Background: an optimization exercise with open tools, aiming at small area, a short achievable clock period and few clock cycles. Do not read the settings as production practice. Only simulation tests tie the RTL to the original design; equivalence was not proved. Power is estimated from default activity; no workload was simulated.

===== constraint.sdc =====
create_clock -name core_clock -period 12.0 [get_ports {clk}]
set_input_delay 2.4000 -clock core_clock [delete_from_list [all_inputs] [get_ports {clk}]]
set_output_delay 2.4000 -clock core_clock [all_outputs]
set_load 0.01 [all_outputs]

===== config.mk =====
export PLATFORM = sky130hd
export DESIGN_NAME = rolz_enc
export DESIGN_NICKNAME = rolz_enc
export VERILOG_FILES = /design/flow/design.v
export SDC_FILE = /design/flow/constraint.sdc
export NUM_CORES = 8
export LEC_CHECK = 0
export CAP_MARGIN = 20
export CORE_MARGIN = 2
export CORE_UTILIZATION = 25
export SLEW_MARGIN = 20

===== run.sh =====
#!/bin/bash
# synth_recipe.tcl (not shown) runs the flow's synth.tcl, then flattens the netlist and writes it again
# the make line also repeats each setting of config.mk as NAME=value (left out here)
make -C /OpenROAD-flow-scripts/flow DESIGN_CONFIG=/design/flow/config.mk WORK_HOME=/design/flow/orfs CLKGATE_MAP_FILE= SYNTH_SCRIPT=/design/flow/synth_recipe.tcl finish

===== design.v =====
module rolz_enc #(
    parameter HIST_BITS_MAX = 7
) (
    input  wire        clk,
    input  wire        rst,            
    input  wire        start,          
    input  wire [15:0] src_len,
    input  wire [15:0] dst_len,
    input  wire [5:0]  step_bits,      
    input  wire [5:0]  count_bits,     
    input  wire [5:0]  hist_bits,      
    input  wire [31:0] min_match,
    output wire        busy,
    output reg         done,
    output reg  [2:0]  status,
    output reg  [15:0] result,
    output reg         rd_en,          
    output reg  [15:0] rd_addr,
    input  wire [7:0]  rd_data,
    output reg         wr_en,
    output reg  [15:0] wr_addr,
    output reg  [7:0]  wr_data
);
    localparam NSLOT = 1 << HIST_BITS_MAX;
    localparam [2:0] CODE_OK    = 3'd0,
                     CODE_NOOP  = 3'd1,
                     CODE_BOOB  = 3'd2,
                     CODE_ALLOC = 3'd3;
    localparam [3:0] S_IDLE   = 4'd0,
                     S_VARINT = 4'd1,
                     S_LITRD  = 4'd2,
                     S_LIT    = 4'd3,
                     S_SRCH   = 4'd4,
                     S_HOP    = 4'd5,
                     S_RA     = 4'd6,
                     S_RB     = 4'd7,
                     S_CMP    = 4'd8,
                     S_CEND   = 4'd9,
                     S_DECIDE = 4'd10,
                     S_PCNT   = 4'd11,
                     S_PSTEP  = 4'd12,
                     S_MRD    = 4'd13,
                     S_MUPD   = 4'd14,
                     S_EMIT   = 4'd15;
    reg [3:0]  state;
    reg [3:0]  ret_state;      
    reg [15:0] n;
    reg [15:0] dlen;
    reg [5:0]  sb;
    reg [5:0]  cb;
    reg [5:0]  hb;
    reg [31:0] minm;
    reg [15:0] lookup [0:255];
    reg [15:0] dict   [0:NSLOT-1];
    reg [15:0] cursor;
    reg [7:0]  acc;
    reg [2:0]  count;
    reg [31:0] emit_val;
    reg [5:0]  emit_cnt;
    reg [15:0] idx;
    reg [15:0] link;
    reg [15:0] q;
    reg [15:0] run;
    reg [8:0]  steps;
    reg [15:0] best_len;
    reg [8:0]  best_ref;
    reg [15:0] left;           
    reg [7:0]  a_byte;
    reg [15:0] vint;
    integer    i;
    wire [32:0] max_step   = 33'd1 << sb;
    wire [32:0] max_count  = (33'd1 << cb) - 33'd1;
    wire [32:0] max_offset = (33'd1 << hb) - 33'd1;
    wire [31:0] min1       = (minm == 32'd0) ? 32'd1 : minm;
    wire [15:0] slot_mask  = max_offset[15:0];
    wire [15:0] anchor     = idx - 16'd1;
    wire [15:0] link_q     = link - 16'd1;
    wire [15:0] run_a      = idx + run;              
    wire [15:0] run_q      = q + 16'd1 + run;        
    function [HIST_BITS_MAX-1:0] slot_of(input [15:0] p);
        reg [15:0] s;
        begin
            s = (p + 16'd1) & slot_mask;
            slot_of = s[HIST_BITS_MAX-1:0];
        end
    endfunction
    wire        ebit = emit_val[emit_cnt - 6'd1];
    wire [7:0]  acc1 = {acc[6:0], ebit};
    assign busy = (state != S_IDLE);
    always @(*) begin
        rd_en   = 1'b0;
        rd_addr = 16'd0;
        case (state)
            S_LITRD, S_MRD: begin
                rd_en   = 1'b1;
                rd_addr = idx;
            end
            S_RA: begin
                rd_en   = ({17'd0, run} < max_count) && (run_a != n);
                rd_addr = run_q;
            end
            S_RB: begin
                rd_en   = 1'b1;
                rd_addr = run_a;
            end
            default: ;
        endcase
    end
    always @(posedge clk) begin
        if (state == S_IDLE && start && !rst) begin
            for (i = 0; i < 256; i = i + 1)
                lookup[i] <= 16'd0;
        end else if (!rst && (state == S_LIT || state == S_MUPD)) begin
            dict[slot_of(idx)] <= lookup[rd_data];
            lookup[rd_data]    <= idx + 16'd1;
        end
    end
    always @(posedge clk) begin
        if (rst) begin
            state     <= S_IDLE;
            ret_state <= S_IDLE;
            done      <= 1'b0;
            status    <= CODE_OK;
            result    <= 16'd0;
            wr_en     <= 1'b0;
            wr_addr   <= 16'd0;
            wr_data   <= 8'd0;
            n         <= 16'd0;
            dlen      <= 16'd0;
            sb        <= 6'd0;
            cb        <= 6'd0;
            hb        <= 6'd0;
            minm      <= 32'd0;
            cursor    <= 16'd0;
            acc       <= 8'd0;
            count     <= 3'd0;
            emit_val  <= 32'd0;
            emit_cnt  <= 6'd0;
            idx       <= 16'd0;
            link      <= 16'd0;
            q         <= 16'd0;
            run       <= 16'd0;
            steps     <= 9'd0;
            best_len  <= 16'd0;
            best_ref  <= 9'd0;
            left      <= 16'd0;
            a_byte    <= 8'd0;
            vint      <= 16'd0;
        end else begin
            done  <= 1'b0;
            wr_en <= 1'b0;
            case (state)
                S_IDLE: begin
                    if (start) begin
                        n      <= src_len;
                        dlen   <= dst_len;
                        sb     <= step_bits;
                        cb     <= count_bits;
                        hb     <= hist_bits;
                        minm   <= min_match;
                        cursor <= 16'd0;
                        acc    <= 8'd0;
                        count  <= 3'd0;
                        idx    <= 16'd0;
                        vint   <= src_len;
                        if (src_len == 16'd0) begin
                            status <= CODE_NOOP;
                            result <= 16'd0;
                            done   <= 1'b1;
                        end else if (hist_bits > HIST_BITS_MAX) begin
                            status <= CODE_ALLOC;
                            result <= 16'd0;
                            done   <= 1'b1;
                        end else begin
                            state <= S_VARINT;
                        end
                    end
                end
                S_VARINT: begin
                    emit_cnt <= 6'd8;
                    state    <= S_EMIT;
                    if (vint >= 16'h80) begin
                        emit_val  <= {24'd0, 1'b1, vint[6:0]};
                        vint      <= vint >> 7;
                        ret_state <= S_VARINT;
                    end else begin
                        emit_val  <= {24'd0, vint[7:0]};
                        ret_state <= S_LITRD;
                    end
                end
                S_LITRD: state <= S_LIT;
                S_LIT: begin
                    emit_val  <= {23'd0, 1'b0, rd_data};
                    emit_cnt  <= (idx == 16'd0) ? 6'd8 : 6'd9;
                    ret_state <= S_SRCH;
                    idx       <= idx + 16'd1;
                    state     <= S_EMIT;
                end
                S_SRCH: begin
                    if (idx == n) begin
                        state <= S_IDLE;
                        done  <= 1'b1;
                        if (count != 3'd0 && cursor >= dlen) begin
                            status <= CODE_BOOB;
                            result <= 16'd0;
                        end else begin
                            status <= CODE_OK;
                            if (count != 3'd0) begin
                                wr_en   <= 1'b1;
                                wr_addr <= cursor;
                                wr_data <= acc << (4'd8 - {1'b0, count});
                                result  <= cursor + 16'd1;
                            end else begin
                                result  <= cursor;
                            end
                            acc   <= 8'd0;
                            count <= 3'd0;
                        end
                    end else begin
                        best_len <= 16'd0;
                        best_ref <= 9'd0;
                        steps    <= 9'd0;
                        link     <= dict[slot_of(anchor)];
                        state    <= S_HOP;
                    end
                end
                S_HOP: begin
                    if ({24'd0, steps} == max_step || link == 16'd0 ||
                        link_q >= anchor || {17'd0, anchor - link_q} > max_offset) begin
                        state <= S_DECIDE;
                    end else begin
                        q     <= link_q;
                        run   <= 16'd0;
                        state <= S_RA;
                    end
                end
                S_RA: begin
                    if ({17'd0, run} < max_count && run_a != n)
                        state <= S_RB;
                    else
                        state <= S_CEND;
                end
                S_RB: begin
                    a_byte <= rd_data;
                    state  <= S_CMP;
                end
                S_CMP: begin
                    if (a_byte == rd_data) begin
                        run   <= run + 16'd1;
                        state <= S_RA;
                    end else begin
                        state <= S_CEND;
                    end
                end
                S_CEND: begin
                    if (run > best_len) begin
                        best_len <= run;
                        best_ref <= steps;
                    end
                    link  <= dict[slot_of(q)];
                    steps <= steps + 9'd1;
                    state <= S_HOP;
                end
                S_DECIDE: begin
                    if ({16'd0, best_len} >= min1) begin
                        emit_val  <= 32'd1;
                        emit_cnt  <= 6'd1;
                        ret_state <= S_PCNT;
                        state     <= S_EMIT;
                    end else begin
                        state <= S_LITRD;
                    end
                end
                S_PCNT: begin
                    emit_val  <= {16'd0, best_len};
                    emit_cnt  <= cb;
                    ret_state <= S_PSTEP;
                    state     <= S_EMIT;
                end
                S_PSTEP: begin
                    emit_val  <= {23'd0, best_ref};
                    emit_cnt  <= sb;
                    ret_state <= S_MRD;
                    left      <= best_len;
                    state     <= S_EMIT;
                end
                S_MRD: state <= S_MUPD;
                S_MUPD: begin
                    idx  <= idx + 16'd1;
                    left <= left - 16'd1;
                    if (left == 16'd1)
                        state <= S_SRCH;
                    else
                        state <= S_MRD;
                end
                S_EMIT: begin
                    if (emit_cnt == 6'd0) begin
                        state <= ret_state;
                    end else if (count == 3'd7) begin
                        if (cursor >= dlen) begin
                            status <= CODE_BOOB;
                            result <= 16'd0;
                            done   <= 1'b1;
                            state  <= S_IDLE;
                        end else begin
                            wr_en    <= 1'b1;
                            wr_addr  <= cursor;
                            wr_data  <= acc1;
                            cursor   <= cursor + 16'd1;
                            acc      <= 8'd0;
                            count    <= 3'd0;
                            emit_cnt <= emit_cnt - 6'd1;
                            if (emit_cnt == 6'd1)
                                state <= ret_state;
                        end
                    end else begin
                        acc      <= acc1;
                        count    <= count + 3'd1;
                        emit_cnt <= emit_cnt - 6'd1;
                        if (emit_cnt == 6'd1)
                            state <= ret_state;
                    end
                end
                default: state <= S_IDLE;
            endcase
        end
    end
endmodule

==> out/metrics.cfg <==
[status]
status=timing/DRC/antenna clean

[global_route]
grt_use_met3=0.0442
antenna_found_initial=81
grt_pass1_vias=184384
grt_use_met1=0.207
grt_usage=0.160
grt_pass1_wl_mm=1380
grt_busiest_layer=met2
grt-ovfl-total=0
grt_max_degree=159
met2_usage=0.248

[routing]
wl_per_cell_um=26.9
finalWirelength_mm=982
drc=0
first_pass_iters=9
ant_nets=0
drt_iter0_markers=27907
viasPerCell=5.19
routed-via-count=189314

[sta]
final-hold-violation-count=0
rsz0062_at_grt=no
slew_headroom=0.0739
final_max_slew_viol_count=0
setup_viol_count_final=0
max_freq_mhz=116
fin_tns_setup_ns=0
worstMarginPinSlew_ns=1.39
layout_setup_ws_ns=3.35
timing.final.crit_share=0.721
hold_ws_ns=0.453
min_period_ns=8.65
fin_skew_ns=0.144

[setup_path]
worst-setup-path-type=reg -> out
r2r_start=hb[1]
cp_max_fo=9
critPathCaptureType=primary output
crit_required_ns=9.60
r2r_end=link[15]
cp.arrival_ns=6.25
rrSetupSlack_ns=4.20
r2r_cells=14
crit_start=q[0]
endpoint=rd_addr[15]
startpoint_type=flip-flop

[layout]
syn_to_final_growth_pct=13.9
reg_top3=lookup: 4096 flops, dict: 2048 flops, minm: 32 flops
fin_area_um2=335000
multiInputGateArea_um2=96600
nFillCells=117073
top_register=lookup
largest_register_ffs=4096
seqCellArea_um2=191000
layout.nets=20579
drive_gt1_frac=0.176

[cts]
clk_latency_ns=1.16
clock_path_buffers=5
cts_tree=built
ctsResizeCount=0
clkTransAtPathRegs_ns=0.07
cts.htree.levels=6
clock_sinks=6465
postCtsSetupBuffers=0
cts_buffers=692
postCtsHoldBufs=0
root_buffer=clkbuf_16

[die]
core_um2=1170000
die_height_mm=1.09
start_util=0.250
ios=156
die_x_mm=1.09
rows=398
die_area_um2=1180000

[yosys]
synth_top_area_share=0.628
synth_top_area_cell=edfxtp_1
syn_nets=21076
synth_edf_count=6144
syn_avg_cell_area_um2=14.1
yosys_most_used_dff=edfxtp_1
netlist_top_cells_area=edfxtp_1 63%, mux4_2 15%, nor2_1 5.8%, nand2_1 3.3%, dfxtp_1 2.2%
synthesis.area_um2=294000
synth_warnings=1
seq_area_frac_synth=0.650
synth.most_common_cell=edfxtp_1
synthesis.instances=20837
synthArstFlopShare=0
synthTopCellsByCount=6,144 x edfxtp_1, 4,565 x nor2_1, 2,549 x nand2_1, 2,003 x mux4_2, 1,411 x clkbuf_1
yosys_register_bits=6465
synth_cell_types=90

[flow_run]
maxCapViolCount=0

[pwr]
report.power.total_uw=50300
ir_drop_uv=117
p_leak_uw=0.103
cellPowerDensity_nw_per_um2=150

[placement]
dp_slack_ns=3.54
placed_area_um2=313000
port_buffers=154
gp_congestion=0.911
dp.final_hpwl_mm=602

[hold_path]
hold_depth=2
holdCritPathClass=reg -> reg

==> critical path, stage by stage, from the launching register on <==
cell             delay [ns]
dfxtp_1                0.56
ha_1                   0.40
nand3_1                0.15
xor2_1                 0.49
inv_1                  0.34
ha_1                   0.44
o21ai_0                0.23
nand2b_1               0.08
o31a_1                 0.14
a211oi_1               0.37
nor3_1                 0.12
a2111oi_0              0.58
mux2i_1                0.28
nand4_1                0.36
clkdlybuf4s50_1        0.61
==> layout by cell type, fill, tap and decap left out, types with 86 or more instances in the layout <==
cell	synthesis	layout
buf_4	28	427
clkinv_1	3	137
clkdlybuf4s50_1	0	145
o21ai_0	171	169
dfxtp_1	321	320
inv_1	114	114
nor2_1	4565	4465
edfxtp_1	6144	6144
a21oi_1	279	268
ha_1	143	143
mux2i_1	171	171
nand3_1	731	725
a311oi_1	200	198
and3_1	230	229
clkbuf_16	0	695
clkinv_2	0	94
a211oi_1	87	86
a22oi_1	203	202
clkbuf_1	1411	150
mux4_2	2003	1999
nand2_1	2549	2540
==> per-layer routing <==
layer,vias up,wire (µm)
met1,97802,365000
met5,-,261
met2,11956,447000
met3,2113,117000
li1,77405,-
met4,38,52900
==> through the flow <==
stage	std cells	utilization
final	36474	0.285
after global routing	36458	0.285
after CTS	36431	0.285
after detailed placement	35238	0.267
after global placement	35237	0.267
after floorplan	20837	-
==> cell families (layout without fill, tap and decap cells) <==
| logic type | count (synthesis) | count (layout) | synth area share |
|---|---|---|---|
| buf+inv | 1946 | 1948 | 0.0264 |
| xor+xnor | 136 | 136 | 0.00425 |
| other cells | 1 | 36 | 0.0000128 |
| simple gates | 8476 | 8476 | 0.117 |
| flops | 6465 | 6465 | 0.650 |
| mux | 2203 | 2203 | 0.160 |
| compound gates | 1464 | 1464 | 0.0360 |
| fa+ha+maj | 146 | 146 | 0.00629 |
==> power breakdown <==
| part | switching [µW] | internal, µW |
|---|---|---|
| clock network | 9090 | 11700 |
| registers | 209 | 25600 |
| logic | 2490 | 1190 |
==> cell type report <==
class / instances / area share
flip-flops and latches: 6465 / 0.571
multi-input cells: 12426 / 0.289
well taps: 15600 / 0.0583
clock buffers: 855 / 0.0540
repair buffers: 637 / 0.0177
clock inverters: 338 / 0.00905
inverters: 118 / 0.00135
diodes: 35 / 0.000262
==> how the worst min path moves through the flow <==
stage                       endpoint  startpoint  slack (ns)
after floorplan             minm[21]    minm[21]        0.44
after global placement      minm[30]    minm[30]        0.44
after detailed placement  result[11]  result[11]        0.45
after CTS                   minm[28]    minm[28]        0.46
after global routing        minm[24]    minm[24]        0.48
final                       minm[28]    minm[28]        0.45
Testbench counts, summed over its fixed seeds: cycles 667,621.

[static timing again, ports no longer ideal]
In the flow no input, the clock included, has a driving cell. The finished layout below was timed again as built, in two steps. Step 1 sets driving cells, clkbuf_16 on the clock port and buf_2 on the other inputs (assumed; they add their load-dependent delay and slew). Step 2 moves the port delays by t, midway between the first and last clock arrival at a register: inputs arrive t later, outputs are due t later. That takes back most of the time a late clock gives input paths. a / b / c = ideal ports / drivers / drivers and shift; a / b = the first two.
t (ns): 1.221
setup slack, ns: 3.352 / 3.224 / 3.276
hold slack, ns: 0.453 / 0.453 / 0.453
worst data-port slew with drivers (ns): 0.31
After both steps this run still meets setup and hold. The setup slack of this run moves by -0.128 ns with the drivers and by -0.076 ns with both steps.
